This is an optimization exercise on Yosys and OpenROAD, whose aim is a short achievable clock period and few clock cycles, not a production implementation.
In this exercise RTL edits were held to simulation tests only and were not proved equivalent to the original.

==> v8 <==
Design adc16_tapcal, start of the top module:
module adc16_tapcal (
    input  wire         clk,
    input  wire         rst,           
    input  wire         start,         
    input  wire [7:0]   cfg_deskew,    
    input  wire [15:0]  cfg_iter,      
    input  wire [15:0]  cfg_snaplen,   
    output wire         busy,
    output reg          done,          
    output reg          done_err,      
    output reg          ev_valid,
    input  wire         ev_ready,
    output reg  [1:0]   ev_op,         
    output reg  [4:0]   ev_tap,
    output reg  [7:0]   ev_mask,
    input  wire         smp_valid,
    input  wire [31:0]  smp_data,
    input  wire         cap_fail,
    output reg          err_valid,
    output reg  [4:0]   err_tap,
    output wire [255:0] err_count,     
    output wire [63:0]  cal_result,    
    output wire [255:0] good_map,      
    output reg          heur_slip
);
clock: 22.0 ns
lec_check: 0
abc_clock_period_in_ps: 3000
cap_margin: 20
core_margin: 2
core_utilization: 40
slew_margin: 20
standard.sh (not shown) runs the stock make flow with config.mk's settings and CLKGATE_MAP_FILE= SYNTH_SCRIPT=/design/flow/synth_recipe.tcl, a recipe that flattens the netlist after the stock synthesis.
==> flow/flow/run.sh <==
#!/bin/bash
set -euo pipefail
bash standard.sh SETUP_SLACK_MARGIN=17 \
  "GLOBAL_PLACEMENT_ARGS=-timing_driven_net_weight_max 4 -timing_driven_nets_percentage 10" \
  finish > flow_make.log 2>&1
==> v38: changes against v8 <==
--- a/flow/design.v
+++ b/flow/design.v
@@ -35,12 +35,14 @@
     localparam P_PROBE0  = 3'd1;
     localparam P_PROBE31 = 3'd2;
     localparam P_SWEEP   = 3'd3;
     localparam P_DECIDE  = 3'd4;
     localparam P_APPLY   = 3'd5;
     reg        busy_r;
+    reg        idle;         
+    reg        evn;          
     reg [2:0]  phase;
     reg        started;      
     reg        incap;        
     reg [15:0] rem;          
     reg        lastb;        
     reg        par;          
@@ -108,15 +110,15 @@
     reg [4:0] low_tap;
     integer   j;
     always @(*) begin
         low1 = pend & (~pend + 8'd1);
         low_tap = 5'd0;
         for (j = 0; j < 8; j = j + 1)
-            if (low1[j]) low_tap = low_tap | ctap[j];
+            if (low1[j]) low_tap = low_tap | mid[j];
     end
-    wire taken    = ev_valid & ev_ready;
+    wire taken    = ~evn & ev_ready;
     wire cap_end  = incap & smp_valid & lastb;
     wire sweep_fin = bfin & (phase == P_SWEEP);
     wire decide   = (phase == P_DECIDE);
     wire apply_go = (phase == P_APPLY) & (apply_first | taken);
     integer k;
     always @(posedge clk) begin
@@ -125,13 +127,13 @@
         bpar  <= par;
         clr_q <= bfin;
         for (k = 0; k < 8; k = k + 1)
             acc[k] <= clr ? 32'd0 : acc[k] + {31'd0, inc[k]};
         z <= clr ? 8'hFF : znext;
         err_tap <= tapcnt;    
-        if (!busy_r) begin
+        if (idle) begin
             deskew  <= cfg_deskew;
             iter    <= cfg_iter;
             snaplen <= cfg_snaplen;
         end
         if (!incap) begin
             rem   <= snaplen;
@@ -221,44 +223,51 @@
         else if (bfin && phase == P_PROBE31)
             heur_slip <= straddle | (|znext);
     end
     always @(posedge clk) begin
         bfin      <= cap_end & lasti & ~rst;
         capf      <= cap_fail & incap & ~rst;
-        started   <= start & ~busy_r & ~rst;
+        started   <= start & idle & ~rst;
         done      <= 1'b0;
         done_err  <= 1'b0;
         err_valid <= sweep_fin & ~rst;
-        if (!busy_r) begin
+        if (idle) begin
             ev_op   <= OP_SETTAP;
             ev_tap  <= 5'd0;
             ev_mask <= 8'hFF;
             incap   <= 1'b0;
         end
         if (rst) begin
             busy_r      <= 1'b0;
+            idle        <= 1'b1;
             phase       <= P_IDLE;
             ev_valid    <= 1'b0;
+            evn         <= 1'b1;
             apply_first <= 1'b0;
-        end else if (!busy_r) begin
+        end else if (idle) begin
             if (start) begin
                 busy_r   <= 1'b1;
+                idle     <= 1'b0;
                 ev_valid <= 1'b1;
+                evn      <= 1'b0;
                 phase    <= P_PROBE0;
             end
         end else if (capf) begin
             busy_r   <= 1'b0;
+            idle     <= 1'b1;
             done     <= 1'b1;
             done_err <= 1'b1;
             phase    <= P_IDLE;
             ev_valid <= 1'b0;
+            evn      <= 1'b1;
         end else begin
             if (taken && phase != P_APPLY) begin
                 case (ev_op)
                 OP_CAPTURE: begin
                     ev_valid <= 1'b0;
+                    evn      <= 1'b1;
                     incap    <= 1'b1;
                     if (!lasti) begin
                         ev_op <= OP_CAPTURE;
                     end else begin
                         ev_op   <= OP_SETTAP;
                         ev_mask <= 8'hFF;
@@ -275,21 +284,24 @@
                 end
                 endcase
             end
             if (cap_end) begin
                 incap <= 1'b0;
                 if (!lasti || phase == P_PROBE0 ||
-                    (phase == P_SWEEP && tapcnt != 5'd31))
+                    (phase == P_SWEEP && tapcnt != 5'd31)) begin
                     ev_valid <= 1'b1;
+                    evn      <= 1'b0;
+                end
             end
             if (bfin) begin
                 case (phase)
                 P_PROBE0: phase <= P_PROBE31;
                 P_PROBE31: begin
                     phase    <= P_SWEEP;
                     ev_valid <= 1'b1;
+                    evn      <= 1'b0;
                     ev_op    <= (straddle | (|znext)) ? OP_BITSLIP : OP_SETTAP;
                     ev_tap   <= 5'd0;
                     ev_mask  <= 8'hFF;
                 end
                 default: begin  
                     if (tapcnt == 5'd31)
@@ -302,18 +314,21 @@
                 apply_first <= 1'b1;
             end
             if (apply_go) begin
                 apply_first <= 1'b0;
                 if (pend != 8'd0) begin
                     ev_valid <= 1'b1;
+                    evn      <= 1'b0;
                     ev_op    <= OP_SETTAP;
                     ev_tap   <= low_tap;
                     ev_mask  <= low1;
                 end else begin
                     ev_valid <= 1'b0;
+                    evn      <= 1'b1;
                     busy_r   <= 1'b0;
+                    idle     <= 1'b1;
                     done     <= 1'b1;
                     phase    <= P_IDLE;
                 end
             end
         end
     end
- CTS_CLUSTER_DIAMETER: unset -> 100
- CTS_CLUSTER_SIZE: unset -> 20
==> v16: changes against v8 <==
==> flow/design.v (replaced) <==
module adc16_tapcal (
    input  wire         clk,
    input  wire         rst,           
    input  wire         start,         
    input  wire [7:0]   cfg_deskew,    
    input  wire [15:0]  cfg_iter,      
    input  wire [15:0]  cfg_snaplen,   
    output wire         busy,
    output reg          done,          
    output reg          done_err,      
    output reg          ev_valid,
    input  wire         ev_ready,
    output reg  [1:0]   ev_op,         
    output reg  [4:0]   ev_tap,
    output reg  [7:0]   ev_mask,
    input  wire         smp_valid,
    input  wire [31:0]  smp_data,
    input  wire         cap_fail,
    output reg          err_valid,
    output reg  [4:0]   err_tap,
    output wire [255:0] err_count,     
    output wire [63:0]  cal_result,    
    output wire [255:0] good_map,      
    output reg          heur_slip
);
    localparam OP_SETTAP  = 2'd0;
    localparam OP_BITSLIP = 2'd1;
    localparam OP_CAPTURE = 2'd2;
    localparam K_NONE    = 2'd0;
    localparam K_TAP     = 2'd1;
    localparam K_EMPTY   = 2'd2;
    localparam K_WRAPPED = 2'd3;
    localparam WRAP_SPAN = 5'd16;
    localparam P_IDLE    = 3'd0;
    localparam P_PROBE0  = 3'd1;
    localparam P_PROBE31 = 3'd2;
    localparam P_SWEEP   = 3'd3;
    localparam P_DECIDE  = 3'd4;
    localparam P_APPLY   = 3'd5;
    reg        busy_r;
    reg [2:0]  phase;
    reg        started;      
    reg        incap;        
    reg [15:0] rem;          
    reg        lastb;        
    reg        par;          
    reg [15:0] itrem;        
    reg        lasti;        
    reg [7:0]  deskew;
    reg [15:0] iter;
    reg [15:0] snaplen;
    reg [4:0]  tapcnt;
    reg [31:0] tapoh;        
    reg        straddle;
    reg        apply_first;
    reg [7:0]  pend;         
    reg        bv;
    reg        bpar;
    reg        bfin;         
    reg [31:0] bd;
    reg        clr_q;
    reg        capf;
    reg [31:0] acc  [0:7];
    reg [7:0]  z;            
    reg [31:0] gmap [0:7];
    reg [7:0]  anyg;         
    reg [7:0]  oddg;         
    reg [7:0]  wrap;         
    reg [4:0]  lo   [0:7];
    reg [4:0]  mid  [0:7];
    reg [1:0]  ckind [0:7];
    reg [4:0]  ctap  [0:7];
    assign busy = busy_r;
    genvar g;
    generate
        for (g = 0; g < 8; g = g + 1) begin : g_out
            assign err_count [32*g +: 32] = acc[g];
            assign good_map  [32*g +: 32] = gmap[g];
            assign cal_result[8*g  +: 8]  = {ckind[g], 1'b0, ctap[g]};
        end
    endgenerate
    function [4:0] next_above;
        input [31:0] v;
        input [4:0]  m;
        integer i;
        reg found;
        begin
            next_above = 5'd0;
            found = 1'b0;
            for (i = 0; i < 32; i = i + 1)
                if (!found && v[i] && (i > m)) begin
                    next_above = i[4:0];
                    found = 1'b1;
                end
        end
    endfunction
    reg [7:0] inc;
    integer   ch;
    always @(*) begin
        for (ch = 0; ch < 4; ch = ch + 1) begin
            inc[ch]     = bv & ~bpar & (bd[8*ch +: 8] != deskew);
            inc[4 + ch] = bv &  bpar & (bd[8*ch +: 8] != deskew);
        end
    end
    wire [7:0] znext = z & ~inc;
    wire       clr   = clr_q | started;
    reg [7:0] low1;
    reg [4:0] low_tap;
    integer   j;
    always @(*) begin
        low1 = pend & (~pend + 8'd1);
        low_tap = 5'd0;
        for (j = 0; j < 8; j = j + 1)
            if (low1[j]) low_tap = low_tap | ctap[j];
    end
    wire taken   = ev_valid & ev_ready;
    wire cap_end = incap & smp_valid & lastb;
    integer k;
    always @(posedge clk) begin
        bv    <= smp_valid & incap;
        bd    <= smp_data;
        bpar  <= par;
        bfin  <= cap_end & lasti & ~rst;
        clr_q <= bfin;
        capf  <= cap_fail & incap & ~rst;
        for (k = 0; k < 8; k = k + 1)
            acc[k] <= clr ? 32'd0 : acc[k] + {31'd0, inc[k]};
        z <= clr ? 8'hFF : znext;
        err_tap   <= tapcnt;    
        done      <= 1'b0;
        done_err  <= 1'b0;
        err_valid <= 1'b0;
        started   <= 1'b0;
        if (!busy_r) begin
            deskew  <= cfg_deskew;
            iter    <= cfg_iter;
            snaplen <= cfg_snaplen;
            ev_op   <= OP_SETTAP;
            ev_tap  <= 5'd0;
            ev_mask <= 8'hFF;
        end
        if (!incap) begin
            rem   <= snaplen;
            lastb <= (snaplen == 16'd1);
            par   <= 1'b0;
        end else if (smp_valid) begin
            rem   <= rem - 16'd1;
            lastb <= (rem == 16'd2);
            par   <= ~par;
        end
        if (rst) begin
            busy_r    <= 1'b0;
            phase     <= P_IDLE;
            ev_valid  <= 1'b0;
            incap     <= 1'b0;
            heur_slip <= 1'b0;
            apply_first <= 1'b0;
            for (k = 0; k < 8; k = k + 1) begin
                gmap[k]  <= 32'd0;
                ckind[k] <= K_NONE;
                ctap[k]  <= 5'd0;
            end
        end else if (!busy_r) begin
            if (start) begin
                busy_r   <= 1'b1;
                started  <= 1'b1;
                ev_valid <= 1'b1;
                phase    <= P_PROBE0;
            end
        end else if (capf) begin
            busy_r   <= 1'b0;
            done     <= 1'b1;
            done_err <= 1'b1;
            phase    <= P_IDLE;
            ev_valid <= 1'b0;
            incap    <= 1'b0;
        end else begin
            if (started) begin
                itrem     <= iter;
                lasti     <= (iter == 16'd1);
                tapcnt    <= 5'd0;
                tapoh     <= 32'd1;
                straddle  <= 1'b0;
                heur_slip <= 1'b0;
                pend      <= 8'd0;
                anyg      <= 8'd0;
                oddg      <= 8'd0;
                wrap      <= 8'd0;
                for (k = 0; k < 8; k = k + 1) begin
                    gmap[k]  <= 32'd0;
                    ckind[k] <= K_NONE;
                    ctap[k]  <= 5'd0;
                    lo[k]    <= 5'd0;
                    mid[k]   <= 5'd0;
                end
            end
            if (taken && phase != P_APPLY) begin
                case (ev_op)
                OP_CAPTURE: begin
                    ev_valid <= 1'b0;
                    incap    <= 1'b1;
                    if (!lasti) begin
                        ev_op <= OP_CAPTURE;
                    end else begin
                        ev_op   <= OP_SETTAP;
                        ev_mask <= 8'hFF;
                        ev_tap  <= (phase == P_PROBE0) ? 5'd31 : tapcnt + 5'd1;
                    end
                end
                OP_BITSLIP: begin
                    ev_op   <= OP_SETTAP;
                    ev_tap  <= 5'd0;
                    ev_mask <= 8'hFF;
                end
                default: begin
                    ev_op <= OP_CAPTURE;
                end
                endcase
            end
            if (cap_end) begin
                incap <= 1'b0;
                if (lasti) begin
                    itrem <= iter;
                    lasti <= (iter == 16'd1);
                end else begin
                    itrem <= itrem - 16'd1;
                    lasti <= (itrem == 16'd2);
                end
                if (!lasti || phase == P_PROBE0 ||
                    (phase == P_SWEEP && tapcnt != 5'd31))
                    ev_valid <= 1'b1;
            end
            if (bfin) begin
                case (phase)
                P_PROBE0: begin
                    straddle <= |znext;
                    phase    <= P_PROBE31;
                end
                P_PROBE31: begin
                    phase     <= P_SWEEP;
                    tapcnt    <= 5'd0;
                    tapoh     <= 32'd1;
                    heur_slip <= straddle | (|znext);
                    ev_valid  <= 1'b1;
                    ev_op     <= (straddle | (|znext)) ? OP_BITSLIP : OP_SETTAP;
                    ev_tap    <= 5'd0;
                    ev_mask   <= 8'hFF;
                end
                default: begin  
                    err_valid <= 1'b1;
                    tapcnt    <= tapcnt + 5'd1;
                    tapoh     <= {tapoh[30:0], tapoh[31]};
                    if (tapcnt == 5'd31)
                        phase <= P_DECIDE;
                    for (k = 0; k < 8; k = k + 1) begin
                        gmap[k] <= gmap[k] | (tapoh & {32{znext[k]}});
                        if (znext[k]) begin
                            anyg[k] <= 1'b1;
                            oddg[k] <= ~oddg[k];
                            if (!anyg[k]) begin
                                lo[k]  <= tapcnt;
                                mid[k] <= tapcnt;
                            end else begin
                                if (tapcnt - lo[k] > WRAP_SPAN)
                                    wrap[k] <= 1'b1;
                                if (oddg[k])
                                    mid[k] <= next_above(gmap[k] | tapoh, mid[k]);
                            end
                        end
                    end
                end
                endcase
            end
            if (phase == P_DECIDE) begin
                for (k = 0; k < 8; k = k + 1) begin
                    if (!anyg[k]) begin
                        ckind[k] <= K_EMPTY;
                        ctap[k]  <= 5'd0;
                        pend[k]  <= 1'b0;
                    end else if (wrap[k]) begin
                        ckind[k] <= K_WRAPPED;
                        ctap[k]  <= 5'd0;
                        pend[k]  <= 1'b0;
                    end else begin
                        ckind[k] <= K_TAP;
                        ctap[k]  <= mid[k];
                        pend[k]  <= 1'b1;
                    end
                end
                phase       <= P_APPLY;
                apply_first <= 1'b1;
            end
            if (phase == P_APPLY && (apply_first || taken)) begin
                apply_first <= 1'b0;
                if (pend != 8'd0) begin
                    ev_valid <= 1'b1;
                    ev_op    <= OP_SETTAP;
                    ev_tap   <= low_tap;
                    ev_mask  <= low1;
                    pend     <= pend & ~low1;
                end else begin
                    ev_valid <= 1'b0;
                    busy_r   <= 1'b0;
                    done     <= 1'b1;
                    phase    <= P_IDLE;
                end
            end
        end
    end
endmodule
==> flow/flow/run.sh (replaced) <==
#!/bin/bash
set -euo pipefail
bash standard.sh SETUP_SLACK_MARGIN=17 finish > flow_make.log 2>&1
==> out/qor_table.md <==
| Quantity | Value |
|---|---|
| Run status | complete, no violations |
| Footprint of the flip-flops and latches | 19,600 µm² |
| Highest achievable clock rate | 177 MHz |
| Met3 wire len | 17,500 µm |
| Most used cells in the layout excluding fill and tap cells | sky130_fd_sc_hd__nor2_1 (824), sky130_fd_sc_hd__buf_4 (649), sky130_fd_sc_hd__buf_6 (596) |
| Adder-cell share of the synthesized area | 0.0203 |
| Initial antenna violation count | 4 |
Source of the figures above: v38

==> out/qor_table.md <==
| Quantity | Value |
|---|---|
| Met3 wire len | 17,400 µm |
| Highest achievable clock rate | 177 MHz |
| Run status | complete, no violations |
| Most used cells in the layout excluding fill and tap cells | sky130_fd_sc_hd__nor2_1 (841), sky130_fd_sc_hd__buf_4 (688), sky130_fd_sc_hd__buf_6 (596) |
| Adder-cell share of the synthesized area | 0.0192 |
| Footprint of the flip-flops and latches | 21,000 µm² |
| Comb_multi_in | 3,714 |
Source of the figures above: v16

==> out/qor_table.md <==
| Quantity | Value |
|---|---|
| Run status | complete, no violations |
| Footprint of the flip-flops and latches | 19,600 µm² |
| Met3 wire len | 19,500 µm |
| Most used cells in the layout excluding fill and tap cells | sky130_fd_sc_hd__nor2_1 (837), sky130_fd_sc_hd__buf_4 (681), sky130_fd_sc_hd__buf_6 (598) |
| Initial antenna violation count | 6 |
| Adder-cell share of the synthesized area | 0.0203 |
Source of the figures above: v8

Testbench counts of v8, summed over its fixed seeds: cycles 198,242.
Testbench counts of v38, summed over its fixed seeds: cycles 198,242.
Testbench counts of v16, summed over its fixed seeds: cycles 198,242.

## separate check: timing with driven ports
In the flow no input, the clock included, has a driving cell. The finished layouts below were timed again as built, in two steps.
Step 1 sets driving cells, clkbuf_16 on the clock port and buf_2 on the other inputs (assumed; they add their load-dependent delay and slew).
Step 2, shift: input delay + t, output delay - t, t = (earliest + latest rising clock arrival at the registers) / 2. This alone moves slack from input paths to output paths.
Slacks: ideal / step 1 / step 2; pairs: ideal / step 1.
| run | t, ns | slack for setup (ns) | hold WS [ns] | latest minus earliest clock arrival (ns) | worst data-port slew with drivers (ns) |
|---|---|---|---|---|---|
| v8 | 0.774 | 16.370 / 16.285 / 16.125 | 0.384 / 0.384 / 0.384 | 0.054 / 0.054 | 0.07 |
| v38 | 0.774 | 16.364 / 16.281 / 16.296 | 0.375 / 0.375 / 0.375 | 0.028 / 0.028 | 0.08 |
| v16 | 0.770 | 16.364 / 16.290 / 16.093 | 0.372 / 0.372 / 0.372 | 0.043 / 0.044 | 0.24 |
After both steps every run listed still meets setup and hold. For v16, which loses most, drivers alone change the setup slack by -0.074 ns; drivers and shift together by -0.271 ns.
